This is an optimization exercise on Yosys and OpenROAD, whose aim is small area, not a production implementation. In this exercise RTL edits were held to simulation tests only and were not proved equivalent to the original. No driver is modelled on the clock port, so clock power and skew are understated where the tree is cut down; a real chip needs a root buffer or a tree. Power and IR drop assume default switching activity.

==> flow/design.v (excerpt) <==
module sduino_tta #(
    parameter integer F_CPU = 16000000
) (
    input  wire        clk,
    input  wire        rst,         
    input  wire        cmd_valid,
    input  wire [3:0]  cmd_op,
    input  wire [31:0] cmd_data,
    output reg         rsp_valid,
    output wire [31:0] rsp_data,
    output reg         rsp_err
);
clock: 10.0 ns
lec_check: 0
cap_margin: 20
core_margin: 2
core_utilization: 30
slew_margin: 20
standard.sh (not shown) runs the stock make flow with config.mk's settings and CLKGATE_MAP_FILE= SYNTH_SCRIPT=/design/flow/synth_recipe.tcl, a recipe that flattens the netlist after the stock synthesis.
==> flow/flow/run.sh <==
#!/bin/bash
# The standard layout (standard.sh, synthesis included, unchanged) with
# two changes:
#  - the port buffers are sky130_fd_sc_hd__buf_1 (BUFFER_PORTS_ARGS);
#  - the clock tree is four clkbuf_16, one per quarter of the registers
#    (split by place), made by flow/cts_hook.tcl before CTS (PRE_CTS_TCL);
#    the clock port drives only these four buffers.
set -o pipefail
export BUFFER_PORTS_ARGS="-buffer_cell sky130_fd_sc_hd__buf_1"
export PRE_CTS_TCL="$(pwd)/flow/cts_hook.tcl"
bash standard.sh > flow_standard.log 2>&1
==> flow/flow/cts_hook.tcl <==
# Clock tree: the register clock pins are split into four groups by place
# (halves by x, then halves by y), and each group gets one clock buffer at
# its centre, driven straight from the clock net.  CTS itself is then
# replaced by setting the clock to propagated.
set cts_buf_cell [expr {[info exists ::env(CTS_LEAF_CELL)] ? $::env(CTS_LEAF_CELL) : "sky130_fd_sc_hd__clkbuf_16"}]
set block [ord::get_db_block]
set dbu [$block getDbUnitsPerMicron]
set sinks {}
foreach it [[$block findNet clk] getITerms] {
  set inst [$it getInst]
  set b [$inst getBBox]
  lappend sinks [list [expr {([$b xMin] + [$b xMax]) / 2.0 / $dbu}] \
                      [expr {([$b yMin] + [$b yMax]) / 2.0 / $dbu}] \
                      "[$inst getName]/[[$it getMTerm] getName]"]
}
proc cts_split {items idx} {
  set s [lsort -real -index $idx $items]
  set h [expr {[llength $s] / 2}]
  return [list [lrange $s 0 [expr {$h - 1}]] [lrange $s $h end]]
}
set groups {}
foreach half [cts_split $sinks 0] {
  foreach q [cts_split $half 1] { lappend groups $q }
}
set k 0
foreach g $groups {
  set xs 0.0; set ys 0.0; set pins {}
  foreach s $g {
    set xs [expr {$xs + [lindex $s 0]}]
    set ys [expr {$ys + [lindex $s 1]}]
    lappend pins [get_pins [lindex $s 2]]
  }
  set n [llength $g]
  set loc [list [expr {$xs / $n}] [expr {$ys / $n}]]
  set ib [insert_buffer -buffer_cell $cts_buf_cell -net clk -load_pins $pins -location $loc -buffer_name clkleaf$k]
  set nm [get_full_name $ib]
  set net [[[$block findInst $nm] findITerm X] getNet]
  $net setSigType CLOCK
  puts "clock leaf $nm at $loc drives [expr {[llength [$net getITerms]] - 1}] clock pins"
  incr k
}
puts "clock net clk now has [llength [[$block findNet clk] getITerms]] cell pins"
rename clock_tree_synthesis orig_clock_tree_synthesis
proc clock_tree_synthesis {args} {
  puts "clock tree: made by the PRE_CTS hook"
  set_propagated_clock [all_clocks]
}
The starting point produced a clean layout.
Change:
--- a/flow/flow/cts_hook.tcl
+++ b/flow/flow/cts_hook.tcl
@@ -3,5 +3,5 @@
 # its centre, driven straight from the clock net.  CTS itself is then
 # replaced by setting the clock to propagated.
-set cts_buf_cell [expr {[info exists ::env(CTS_LEAF_CELL)] ? $::env(CTS_LEAF_CELL) : "sky130_fd_sc_hd__clkbuf_16"}]
+set cts_buf_cell [expr {[info exists ::env(CTS_LEAF_CELL)] ? $::env(CTS_LEAF_CELL) : "sky130_fd_sc_hd__clkbuf_8"}]
 set block [ord::get_db_block]
 set dbu [$block getDbUnitsPerMicron]
Settings changed: CORE_UTILIZATION 30 to 80, PLACE_DENSITY set to 0.85.
Effect: The new run completed without violations; cell area drops by a few percent; die area is lower by well over a third; final cell count came out lower by about a fifth; maximum frequency falls slightly; power decreases by a few percent.
Change:
==> flow/flow/run.sh (replaced) <==
#!/bin/bash
# The standard layout (standard.sh, synthesis included, unchanged) with
# two changes:
#  - the port buffers are sky130_fd_sc_hd__buf_1 (BUFFER_PORTS_ARGS);
#  - the clock tree is three clkbuf_16, one per third of the registers
#    (split by place), made by flow/cts_hook.tcl before CTS (PRE_CTS_TCL);
#    the clock port drives only these three buffers.
# All tool output goes to flow_standard.log here (ORFS keeps its per-step
# logs under orfs/logs).
set -o pipefail
export BUFFER_PORTS_ARGS="-buffer_cell sky130_fd_sc_hd__buf_1"
export PRE_CTS_TCL="$(pwd)/flow/cts_hook.tcl"
bash standard.sh > flow_standard.log 2>&1
--- a/flow/flow/cts_hook.tcl
+++ b/flow/flow/cts_hook.tcl
@@ -1,7 +1,8 @@
-# Clock tree: the register clock pins are split into four groups by place
-# (halves by x, then halves by y), and each group gets one clock buffer at
-# its centre, driven straight from the clock net.  CTS itself is then
-# replaced by setting the clock to propagated.
-set cts_buf_cell [expr {[info exists ::env(CTS_LEAF_CELL)] ? $::env(CTS_LEAF_CELL) : "sky130_fd_sc_hd__clkbuf_8"}]
+# Clock tree: the register clock pins are split into three groups by place
+# (thirds by x), and each group gets one clock buffer at its centre, driven
+# straight from the clock net (so the clock port feeds three cell pins).
+# CTS itself is then replaced by setting the clock to propagated; the rest
+# of the CTS step (placement legalisation, timing repair) runs as usual.
+set cts_buf_cell [expr {[info exists ::env(CTS_LEAF_CELL)] ? $::env(CTS_LEAF_CELL) : "sky130_fd_sc_hd__clkbuf_16"}]
 set block [ord::get_db_block]
 set dbu [$block getDbUnitsPerMicron]
@@ -14,13 +15,10 @@
                       "[$inst getName]/[[$it getMTerm] getName]"]
 }
-proc cts_split {items idx} {
-  set s [lsort -real -index $idx $items]
-  set h [expr {[llength $s] / 2}]
-  return [list [lrange $s 0 [expr {$h - 1}]] [lrange $s $h end]]
-}
 set groups {}
-foreach half [cts_split $sinks 0] {
-  foreach q [cts_split $half 1] { lappend groups $q }
-}
+set s [lsort -real -index 0 $sinks]
+set m [llength $s]
+set a [expr {$m / 3}]
+set b [expr {2 * $m / 3}]
+lappend groups [lrange $s 0 [expr {$a - 1}]] [lrange $s $a [expr {$b - 1}]] [lrange $s $b end]
 set k 0
 foreach g $groups {
Settings changed: CORE_UTILIZATION 80 to 65, PLACE_DENSITY 0.85 to 0.75.
Routed wire length went down by 22%.
Setup slack gains 110 ps.
Global-route usage decreases by 13 points.
Register-to-register slack improves by 160 ps.
Utilization came out lower by 17 points.
Final cell count went up by 1.2%.
Final area increases by 0.48%.
Change:
==> flow/flow/run.sh (replaced) <==
#!/bin/bash
# The standard layout (standard.sh, synthesis included, unchanged) with
# two changes:
#  - the port buffers are sky130_fd_sc_hd__buf_1 (BUFFER_PORTS_ARGS);
#  - the clock tree is four clkbuf_16, one per quarter of the registers
#    (split by place), made by flow/cts_hook.tcl before CTS (PRE_CTS_TCL);
#    the clock port drives only these four buffers.
set -o pipefail
export BUFFER_PORTS_ARGS="-buffer_cell sky130_fd_sc_hd__buf_1"
export PRE_CTS_TCL="$(pwd)/flow/cts_hook.tcl"
bash standard.sh > flow_standard.log 2>&1
--- a/flow/flow/cts_hook.tcl
+++ b/flow/flow/cts_hook.tcl
@@ -1,7 +1,6 @@
-# Clock tree: the register clock pins are split into three groups by place
-# (thirds by x), and each group gets one clock buffer at its centre, driven
-# straight from the clock net (so the clock port feeds three cell pins).
-# CTS itself is then replaced by setting the clock to propagated; the rest
-# of the CTS step (placement legalisation, timing repair) runs as usual.
+# Clock tree: the register clock pins are split into four groups by place
+# (halves by x, then halves by y), and each group gets one clock buffer at
+# its centre, driven straight from the clock net.  CTS itself is then
+# replaced by setting the clock to propagated.
 set cts_buf_cell [expr {[info exists ::env(CTS_LEAF_CELL)] ? $::env(CTS_LEAF_CELL) : "sky130_fd_sc_hd__clkbuf_16"}]
 set block [ord::get_db_block]
@@ -15,10 +14,13 @@
                       "[$inst getName]/[[$it getMTerm] getName]"]
 }
+proc cts_split {items idx} {
+  set s [lsort -real -index $idx $items]
+  set h [expr {[llength $s] / 2}]
+  return [list [lrange $s 0 [expr {$h - 1}]] [lrange $s $h end]]
+}
 set groups {}
-set s [lsort -real -index 0 $sinks]
-set m [llength $s]
-set a [expr {$m / 3}]
-set b [expr {2 * $m / 3}]
-lappend groups [lrange $s 0 [expr {$a - 1}]] [lrange $s $a [expr {$b - 1}]] [lrange $s $b end]
+foreach half [cts_split $sinks 0] {
+  foreach q [cts_split $half 1] { lappend groups $q }
+}
 set k 0
 foreach g $groups {
Settings changed: CORE_UTILIZATION 65 to 40, PLACE_DENSITY 0.75 to unset.
- The new run finished clean
- wire length grows by 11%
- combinational power rises by about 4%
- sequential power barely changes
- final area rises by 2.3%
- hold slack is about the same
- synthesized cell count does not change
- setup slack is worse by 84 ps
- register-to-register slack gains 110 ps
- cell count climbs by 13%
- synthesized area does not change
- total power is higher by 3.9%
Change:
Settings changed: CORE_UTILIZATION 40 to 65, PLACE_DENSITY set to 0.75.
- critical path depth stays the same
- design area shrinks by 1.7%
- hold slack is about the same
- utilization grows by 29 points
- final cell count shrinks by 11%
In every run of this note, the design's own scripts or RTL, not TritonCTS, make the clock network.

* * *

Setup of run A:
sduino_tta again, from the RTL that the note above started with.
export LEC_CHECK = 0
export CAP_MARGIN = 20
export CORE_MARGIN = 2
export CORE_UTILIZATION = 65
export PLACE_DENSITY = 0.75
export SLEW_MARGIN = 20
create_clock -name core_clock -period 10.0 [get_ports {clk}]
==> flow/flow/run.sh <==
#!/bin/bash
# The standard layout (standard.sh, synthesis included, unchanged) with
# two changes:
#  - the port buffers are sky130_fd_sc_hd__buf_1 (BUFFER_PORTS_ARGS);
#  - the clock tree is four clkbuf_16, one per quarter of the registers
#    (split by place), made by flow/cts_hook.tcl before CTS (PRE_CTS_TCL);
#    the clock port drives only these four buffers.
set -o pipefail
export BUFFER_PORTS_ARGS="-buffer_cell sky130_fd_sc_hd__buf_1"
export PRE_CTS_TCL="$(pwd)/flow/cts_hook.tcl"
bash standard.sh > flow_standard.log 2>&1
==> flow/flow/cts_hook.tcl <==
# Clock tree: the register clock pins are split into four groups by place
# (halves by x, then halves by y), and each group gets one clock buffer at
# its centre, driven straight from the clock net.  CTS itself is then
# replaced by setting the clock to propagated.
set cts_buf_cell [expr {[info exists ::env(CTS_LEAF_CELL)] ? $::env(CTS_LEAF_CELL) : "sky130_fd_sc_hd__clkbuf_8"}]
set block [ord::get_db_block]
set dbu [$block getDbUnitsPerMicron]
set sinks {}
foreach it [[$block findNet clk] getITerms] {
  set inst [$it getInst]
  set b [$inst getBBox]
  lappend sinks [list [expr {([$b xMin] + [$b xMax]) / 2.0 / $dbu}] \
                      [expr {([$b yMin] + [$b yMax]) / 2.0 / $dbu}] \
                      "[$inst getName]/[[$it getMTerm] getName]"]
}
proc cts_split {items idx} {
  set s [lsort -real -index $idx $items]
  set h [expr {[llength $s] / 2}]
  return [list [lrange $s 0 [expr {$h - 1}]] [lrange $s $h end]]
}
set groups {}
foreach half [cts_split $sinks 0] {
  foreach q [cts_split $half 1] { lappend groups $q }
}
set k 0
foreach g $groups {
  set xs 0.0; set ys 0.0; set pins {}
  foreach s $g {
    set xs [expr {$xs + [lindex $s 0]}]
    set ys [expr {$ys + [lindex $s 1]}]
    lappend pins [get_pins [lindex $s 2]]
  }
  set n [llength $g]
  set loc [list [expr {$xs / $n}] [expr {$ys / $n}]]
  set ib [insert_buffer -buffer_cell $cts_buf_cell -net clk -load_pins $pins -location $loc -buffer_name clkleaf$k]
  set nm [get_full_name $ib]
  set net [[[$block findInst $nm] findITerm X] getNet]
  $net setSigType CLOCK
  puts "clock leaf $nm at $loc drives [expr {[llength [$net getITerms]] - 1}] clock pins"
  incr k
}
puts "clock net clk now has [llength [[$block findNet clk] getITerms]] cell pins"
rename clock_tree_synthesis orig_clock_tree_synthesis
proc clock_tree_synthesis {args} {
  puts "clock tree: made by the PRE_CTS hook"
  set_propagated_clock [all_clocks]
}
Input changes introduced in run B (baseline for comparison: run A):
- a deleted PLACE_DENSITY that had been 0.75
- a change of CORE_UTILIZATION from 65 to 40
==> flow/flow/run.sh <==
#!/bin/bash
# The standard layout (standard.sh, synthesis included, unchanged) with
# two changes:
#  - the port buffers are sky130_fd_sc_hd__buf_1 (BUFFER_PORTS_ARGS);
#  - CTS inserts no dummy loads (CTS_ARGS: the ORFS default arguments plus
#    -dont_use_dummy_load).
set -o pipefail
export BUFFER_PORTS_ARGS="-buffer_cell sky130_fd_sc_hd__buf_1"
export CTS_ARGS="-sink_clustering_enable -repair_clock_nets -dont_use_dummy_load"
bash standard.sh > flow_standard.log 2>&1
removed: flow/flow/cts_hook.tcl
## What came out
- Compared with run A, maximum clock rate in run B decreased slightly.
- In the flow results for run B and run A, the total power per unit cell area is larger on run B.
- For longest individual stage delay on the worst path, run A and run B come out practically identical.
- Going from run A to run B, final instance count without filler cells saw an increase, global placer's final weighted congestion saw a decrease.
The following lists how run C was set up differently from run B:
==> flow/flow/run.sh <==
#!/bin/bash
# The standard layout (standard.sh, synthesis included, unchanged) with
# two changes:
#  - the port buffers are sky130_fd_sc_hd__buf_1 (BUFFER_PORTS_ARGS);
#  - the clock tree is four clkbuf_16, one per quarter of the registers
#    (split by place), made by flow/cts_hook.tcl before CTS (PRE_CTS_TCL);
#    the clock port drives only these four buffers.
set -o pipefail
export BUFFER_PORTS_ARGS="-buffer_cell sky130_fd_sc_hd__buf_1"
export PRE_CTS_TCL="$(pwd)/flow/cts_hook.tcl"
bash standard.sh > flow_standard.log 2>&1
==> flow/flow/cts_hook.tcl (new file) <==
# Clock tree: the register clock pins are split into four groups by place
# (halves by x, then halves by y), and each group gets one clock buffer at
# its centre, driven straight from the clock net.  CTS itself is then
# replaced by setting the clock to propagated.
set cts_buf_cell [expr {[info exists ::env(CTS_LEAF_CELL)] ? $::env(CTS_LEAF_CELL) : "sky130_fd_sc_hd__clkbuf_16"}]
set block [ord::get_db_block]
set dbu [$block getDbUnitsPerMicron]
set sinks {}
foreach it [[$block findNet clk] getITerms] {
  set inst [$it getInst]
  set b [$inst getBBox]
  lappend sinks [list [expr {([$b xMin] + [$b xMax]) / 2.0 / $dbu}] \
                      [expr {([$b yMin] + [$b yMax]) / 2.0 / $dbu}] \
                      "[$inst getName]/[[$it getMTerm] getName]"]
}
proc cts_split {items idx} {
  set s [lsort -real -index $idx $items]
  set h [expr {[llength $s] / 2}]
  return [list [lrange $s 0 [expr {$h - 1}]] [lrange $s $h end]]
}
set groups {}
set s [lsort -real -index 0 $sinks]
set m [llength $s]
set a [expr {$m / 3}]
set b [expr {2 * $m / 3}]
lappend groups [lrange $s 0 [expr {$a - 1}]] [lrange $s $a [expr {$b - 1}]] [lrange $s $b end]
set k 0
foreach g $groups {
  set xs 0.0; set ys 0.0; set pins {}
  foreach s $g {
    set xs [expr {$xs + [lindex $s 0]}]
    set ys [expr {$ys + [lindex $s 1]}]
    lappend pins [get_pins [lindex $s 2]]
  }
  set n [llength $g]
  set loc [list [expr {$xs / $n}] [expr {$ys / $n}]]
  set ib [insert_buffer -buffer_cell $cts_buf_cell -net clk -load_pins $pins -location $loc -buffer_name clkleaf$k]
  set nm [get_full_name $ib]
  set net [[[$block findInst $nm] findITerm X] getNet]
  $net setSigType CLOCK
  puts "clock leaf $nm at $loc drives [expr {[llength [$net getITerms]] - 1}] clock pins"
  incr k
}
puts "clock net clk now has [llength [[$block findNet clk] getITerms]] cell pins"
rename clock_tree_synthesis orig_clock_tree_synthesis
proc clock_tree_synthesis {args} {
  puts "clock tree: made by the PRE_CTS hook"
  set_propagated_clock [all_clocks]
}
## What came out
- When run C is measured against run B, its worst hold margin turns out 0.0040 ns higher.
- Fmax delta (run C -> run B): insignificant
- Sort run C and run B by reg-to-reg setup timing slack desc -> top: run C
- Delta (run C minus run B): part of the power in combinational logic moved up; total wire length after detailed routing moved down; final area moved down.
- In summary, run B completed successfully, with a layout that passed the timing, design-rule and antenna checks.
- Every stage of the flow completed for run C, and the final layout passed the timing, design-rule and antenna checks.
Inputs modified between run C and run D:
- CORE_UTILIZATION now 65, was 40
- PLACE_DENSITY now 0.75, previously not set
-- flow/flow/run.sh --
<<< run C, line 4
#  - the port buffers are sky130_fd_sc_hd__buf_1 (BUFFER_PORTS_ARGS);
#  - the clock tree is four clkbuf_16, one per quarter of the registers
#    (split by place), made by flow/cts_hook.tcl before CTS (PRE_CTS_TCL);
>>> run D, line 4
#  - the port buffers are sky130_fd_sc_hd__buf_1 (BUFFER_PORTS_ARGS);
#  - the clock tree is four clkbuf_8, one per quarter of the registers
#    (split by place), made by flow/cts_hook.tcl before CTS (PRE_CTS_TCL);
-- flow/flow/cts_hook.tcl --
<<< run C, line 2
# (halves by x, then halves by y), and each group gets one clock buffer at
# its centre, driven straight from the clock net.  CTS itself is then
# replaced by setting the clock to propagated.
set cts_buf_cell [expr {[info exists ::env(CTS_LEAF_CELL)] ? $::env(CTS_LEAF_CELL) : "sky130_fd_sc_hd__clkbuf_16"}]
set block [ord::get_db_block]
>>> run D, line 2
# (halves by x, then halves by y), and each group gets one clock buffer at
# its centre, driven straight from the clock net (so the clock port feeds
# four cell pins).  CTS itself is then replaced by setting the clock to
# propagated; the rest of the CTS step (placement legalisation, timing
# repair) runs as usual.
set cts_buf_cell [expr {[info exists ::env(CTS_LEAF_CELL)] ? $::env(CTS_LEAF_CELL) : "sky130_fd_sc_hd__clkbuf_8"}]
set block [ord::get_db_block]
<<< run C, line 21
set groups {}
set s [lsort -real -index 0 $sinks]
set m [llength $s]
set a [expr {$m / 3}]
set b [expr {2 * $m / 3}]
lappend groups [lrange $s 0 [expr {$a - 1}]] [lrange $s $a [expr {$b - 1}]] [lrange $s $b end]
set k 0
>>> run D, line 23
set groups {}
foreach half [cts_split $sinks 0] {
  foreach q [cts_split $half 1] { lappend groups $q }
}
set k 0
Results
- For run D and run C, there was not a single run that failed to finish clean.
- On sequential standard cell area, run D and run C are neck and neck.
- Diff run C -> run D: via-per-instance ratio picked up an extra 0.54; final-layout fill cell count lost 572; die area lost about 37%; core outline area lost about 40%; clock network power share lost 2.7 points.
- First-pass GRT wire length: run D better than run C
- Summary — flip-flop and latch share of the layout cell area, run D relative to run C: higher, by 0.59 points.
- Run D vs run C, power went down by about 4.5%.
- Register-to-register setup slack: run D vs run C down 0.13 ns
- Going from run C to run D, wire length shrinks by about 10%.
> inputs changed (run D -> run E)
-- flow/flow/run.sh --
<<< run D, line 4
#  - the port buffers are sky130_fd_sc_hd__buf_1 (BUFFER_PORTS_ARGS);
#  - the clock tree is four clkbuf_8, one per quarter of the registers
#    (split by place), made by flow/cts_hook.tcl before CTS (PRE_CTS_TCL);
>>> run E, line 4
#  - the port buffers are sky130_fd_sc_hd__buf_1 (BUFFER_PORTS_ARGS);
#  - the clock tree is four clkbuf_16, one per quarter of the registers
#    (split by place), made by flow/cts_hook.tcl before CTS (PRE_CTS_TCL);
-- flow/flow/cts_hook.tcl --
<<< run D, line 2
# (halves by x, then halves by y), and each group gets one clock buffer at
# its centre, driven straight from the clock net (so the clock port feeds
# four cell pins).  CTS itself is then replaced by setting the clock to
# propagated; the rest of the CTS step (placement legalisation, timing
# repair) runs as usual.
set cts_buf_cell [expr {[info exists ::env(CTS_LEAF_CELL)] ? $::env(CTS_LEAF_CELL) : "sky130_fd_sc_hd__clkbuf_8"}]
set block [ord::get_db_block]
>>> run E, line 2
# (halves by x, then halves by y), and each group gets one clock buffer at
# its centre, driven straight from the clock net.  CTS itself is then
# replaced by setting the clock to propagated.
set cts_buf_cell [expr {[info exists ::env(CTS_LEAF_CELL)] ? $::env(CTS_LEAF_CELL) : "sky130_fd_sc_hd__clkbuf_16"}]
set block [ord::get_db_block]
<<< run D, line 23
set groups {}
foreach half [cts_split $sinks 0] {
  foreach q [cts_split $half 1] { lappend groups $q }
}
set k 0
>>> run E, line 21
set groups {}
set s [lsort -real -index 0 $sinks]
set m [llength $s]
set a [expr {$m / 3}]
set b [expr {2 * $m / 3}]
lappend groups [lrange $s 0 [expr {$a - 1}]] [lrange $s $a [expr {$b - 1}]] [lrange $s $b end]
set k 0
==> run notes <==
- Run E completed every stage of the flow, and the final layout passed the timing, design-rule and antenna checks.
- Run E vs. run D: area of all placed cells without fillers higher; routed wire length higher; hold slack roughly the same; total power higher; minimum clock period after layout lower.
- Compared with run D, in run E actual transition at the worst max-transition pin decreased by 0.034 ns relative to the old numbers, path length in cells of the critical path increased by 9.1% relative to the old numbers.
- Changes observed in run E relative to run D: number of standard cells in the final layout excluding fillers shows no meaningful change, relative slew slack shows an increase of 2.3 points.
- Looking at termination of the worst setup path, the rsp_data[30] result is from run D; the rsp_data[31] one comes from run E.
The clock cells of run A, run C, run D and run E come from the design's own scripts or RTL, not from TritonCTS.

-- afterwards: timing with drivers on the ports --
Ports are ideal in the flow. The routed layouts listed here were re-timed in OpenROAD.
Step 1 sets driving cells, clkbuf_16 on the clock port and buf_2 on the other inputs (assumed; they add their load-dependent delay and slew).
Step 2 also shifts input and output timing later by t, the mid clock arrival at the registers, as if the neighbouring blocks saw the same clock.
Slacks: ideal / step 1 / step 2; pairs: ideal / step 1.
| run | t, ns | setup WS [ns] | hold slack, ns | worst register clock-pin slew, ns | worst slew at a driven data input, ns |
|---|---|---|---|---|---|
| the first run of note 1 | 0.219 | 0.494 / 0.418 / 0.637 | 0.398 / 0.398 / 0.398 | 0.08 / 0.08 | 0.06 |
| the second run of note 1 | 0.222 | 0.363 / 0.303 / 0.525 | 0.399 / 0.399 / 0.399 | 0.11 / 0.11 | 0.06 |
| the third run of note 1 | 0.215 | 0.474 / 0.413 / 0.628 | 0.387 / 0.387 / 0.387 | 0.10 / 0.10 | 0.04 |
| the fourth run of note 1 | 0.222 | 0.390 / 0.311 / 0.533 | 0.384 / 0.384 / 0.384 | 0.08 / 0.08 | 0.04 |
| the fifth run of note 1 | 0.223 | 0.491 / 0.410 / 0.632 | 0.385 / 0.385 / 0.385 | 0.08 / 0.08 | 0.05 |
| run A | 0.222 | 0.457 / 0.396 / 0.618 | 0.388 / 0.388 / 0.388 | 0.11 / 0.11 | 0.05 |
| run B | 0.369 | 0.384 / 0.351 / 0.721 | 0.385 / 0.385 / 0.385 | 0.08 / 0.08 | 0.04 |
| run C | 0.214 | 0.397 / 0.339 / 0.553 | 0.389 / 0.389 / 0.389 | 0.10 / 0.10 | 0.04 |
| run D | 0.222 | 0.457 / 0.396 / 0.618 | 0.388 / 0.388 / 0.388 | 0.11 / 0.11 | 0.05 |
| run E | 0.215 | 0.474 / 0.413 / 0.628 | 0.387 / 0.387 / 0.387 | 0.10 / 0.10 | 0.04 |
After both steps setup and hold are still met in every run listed.
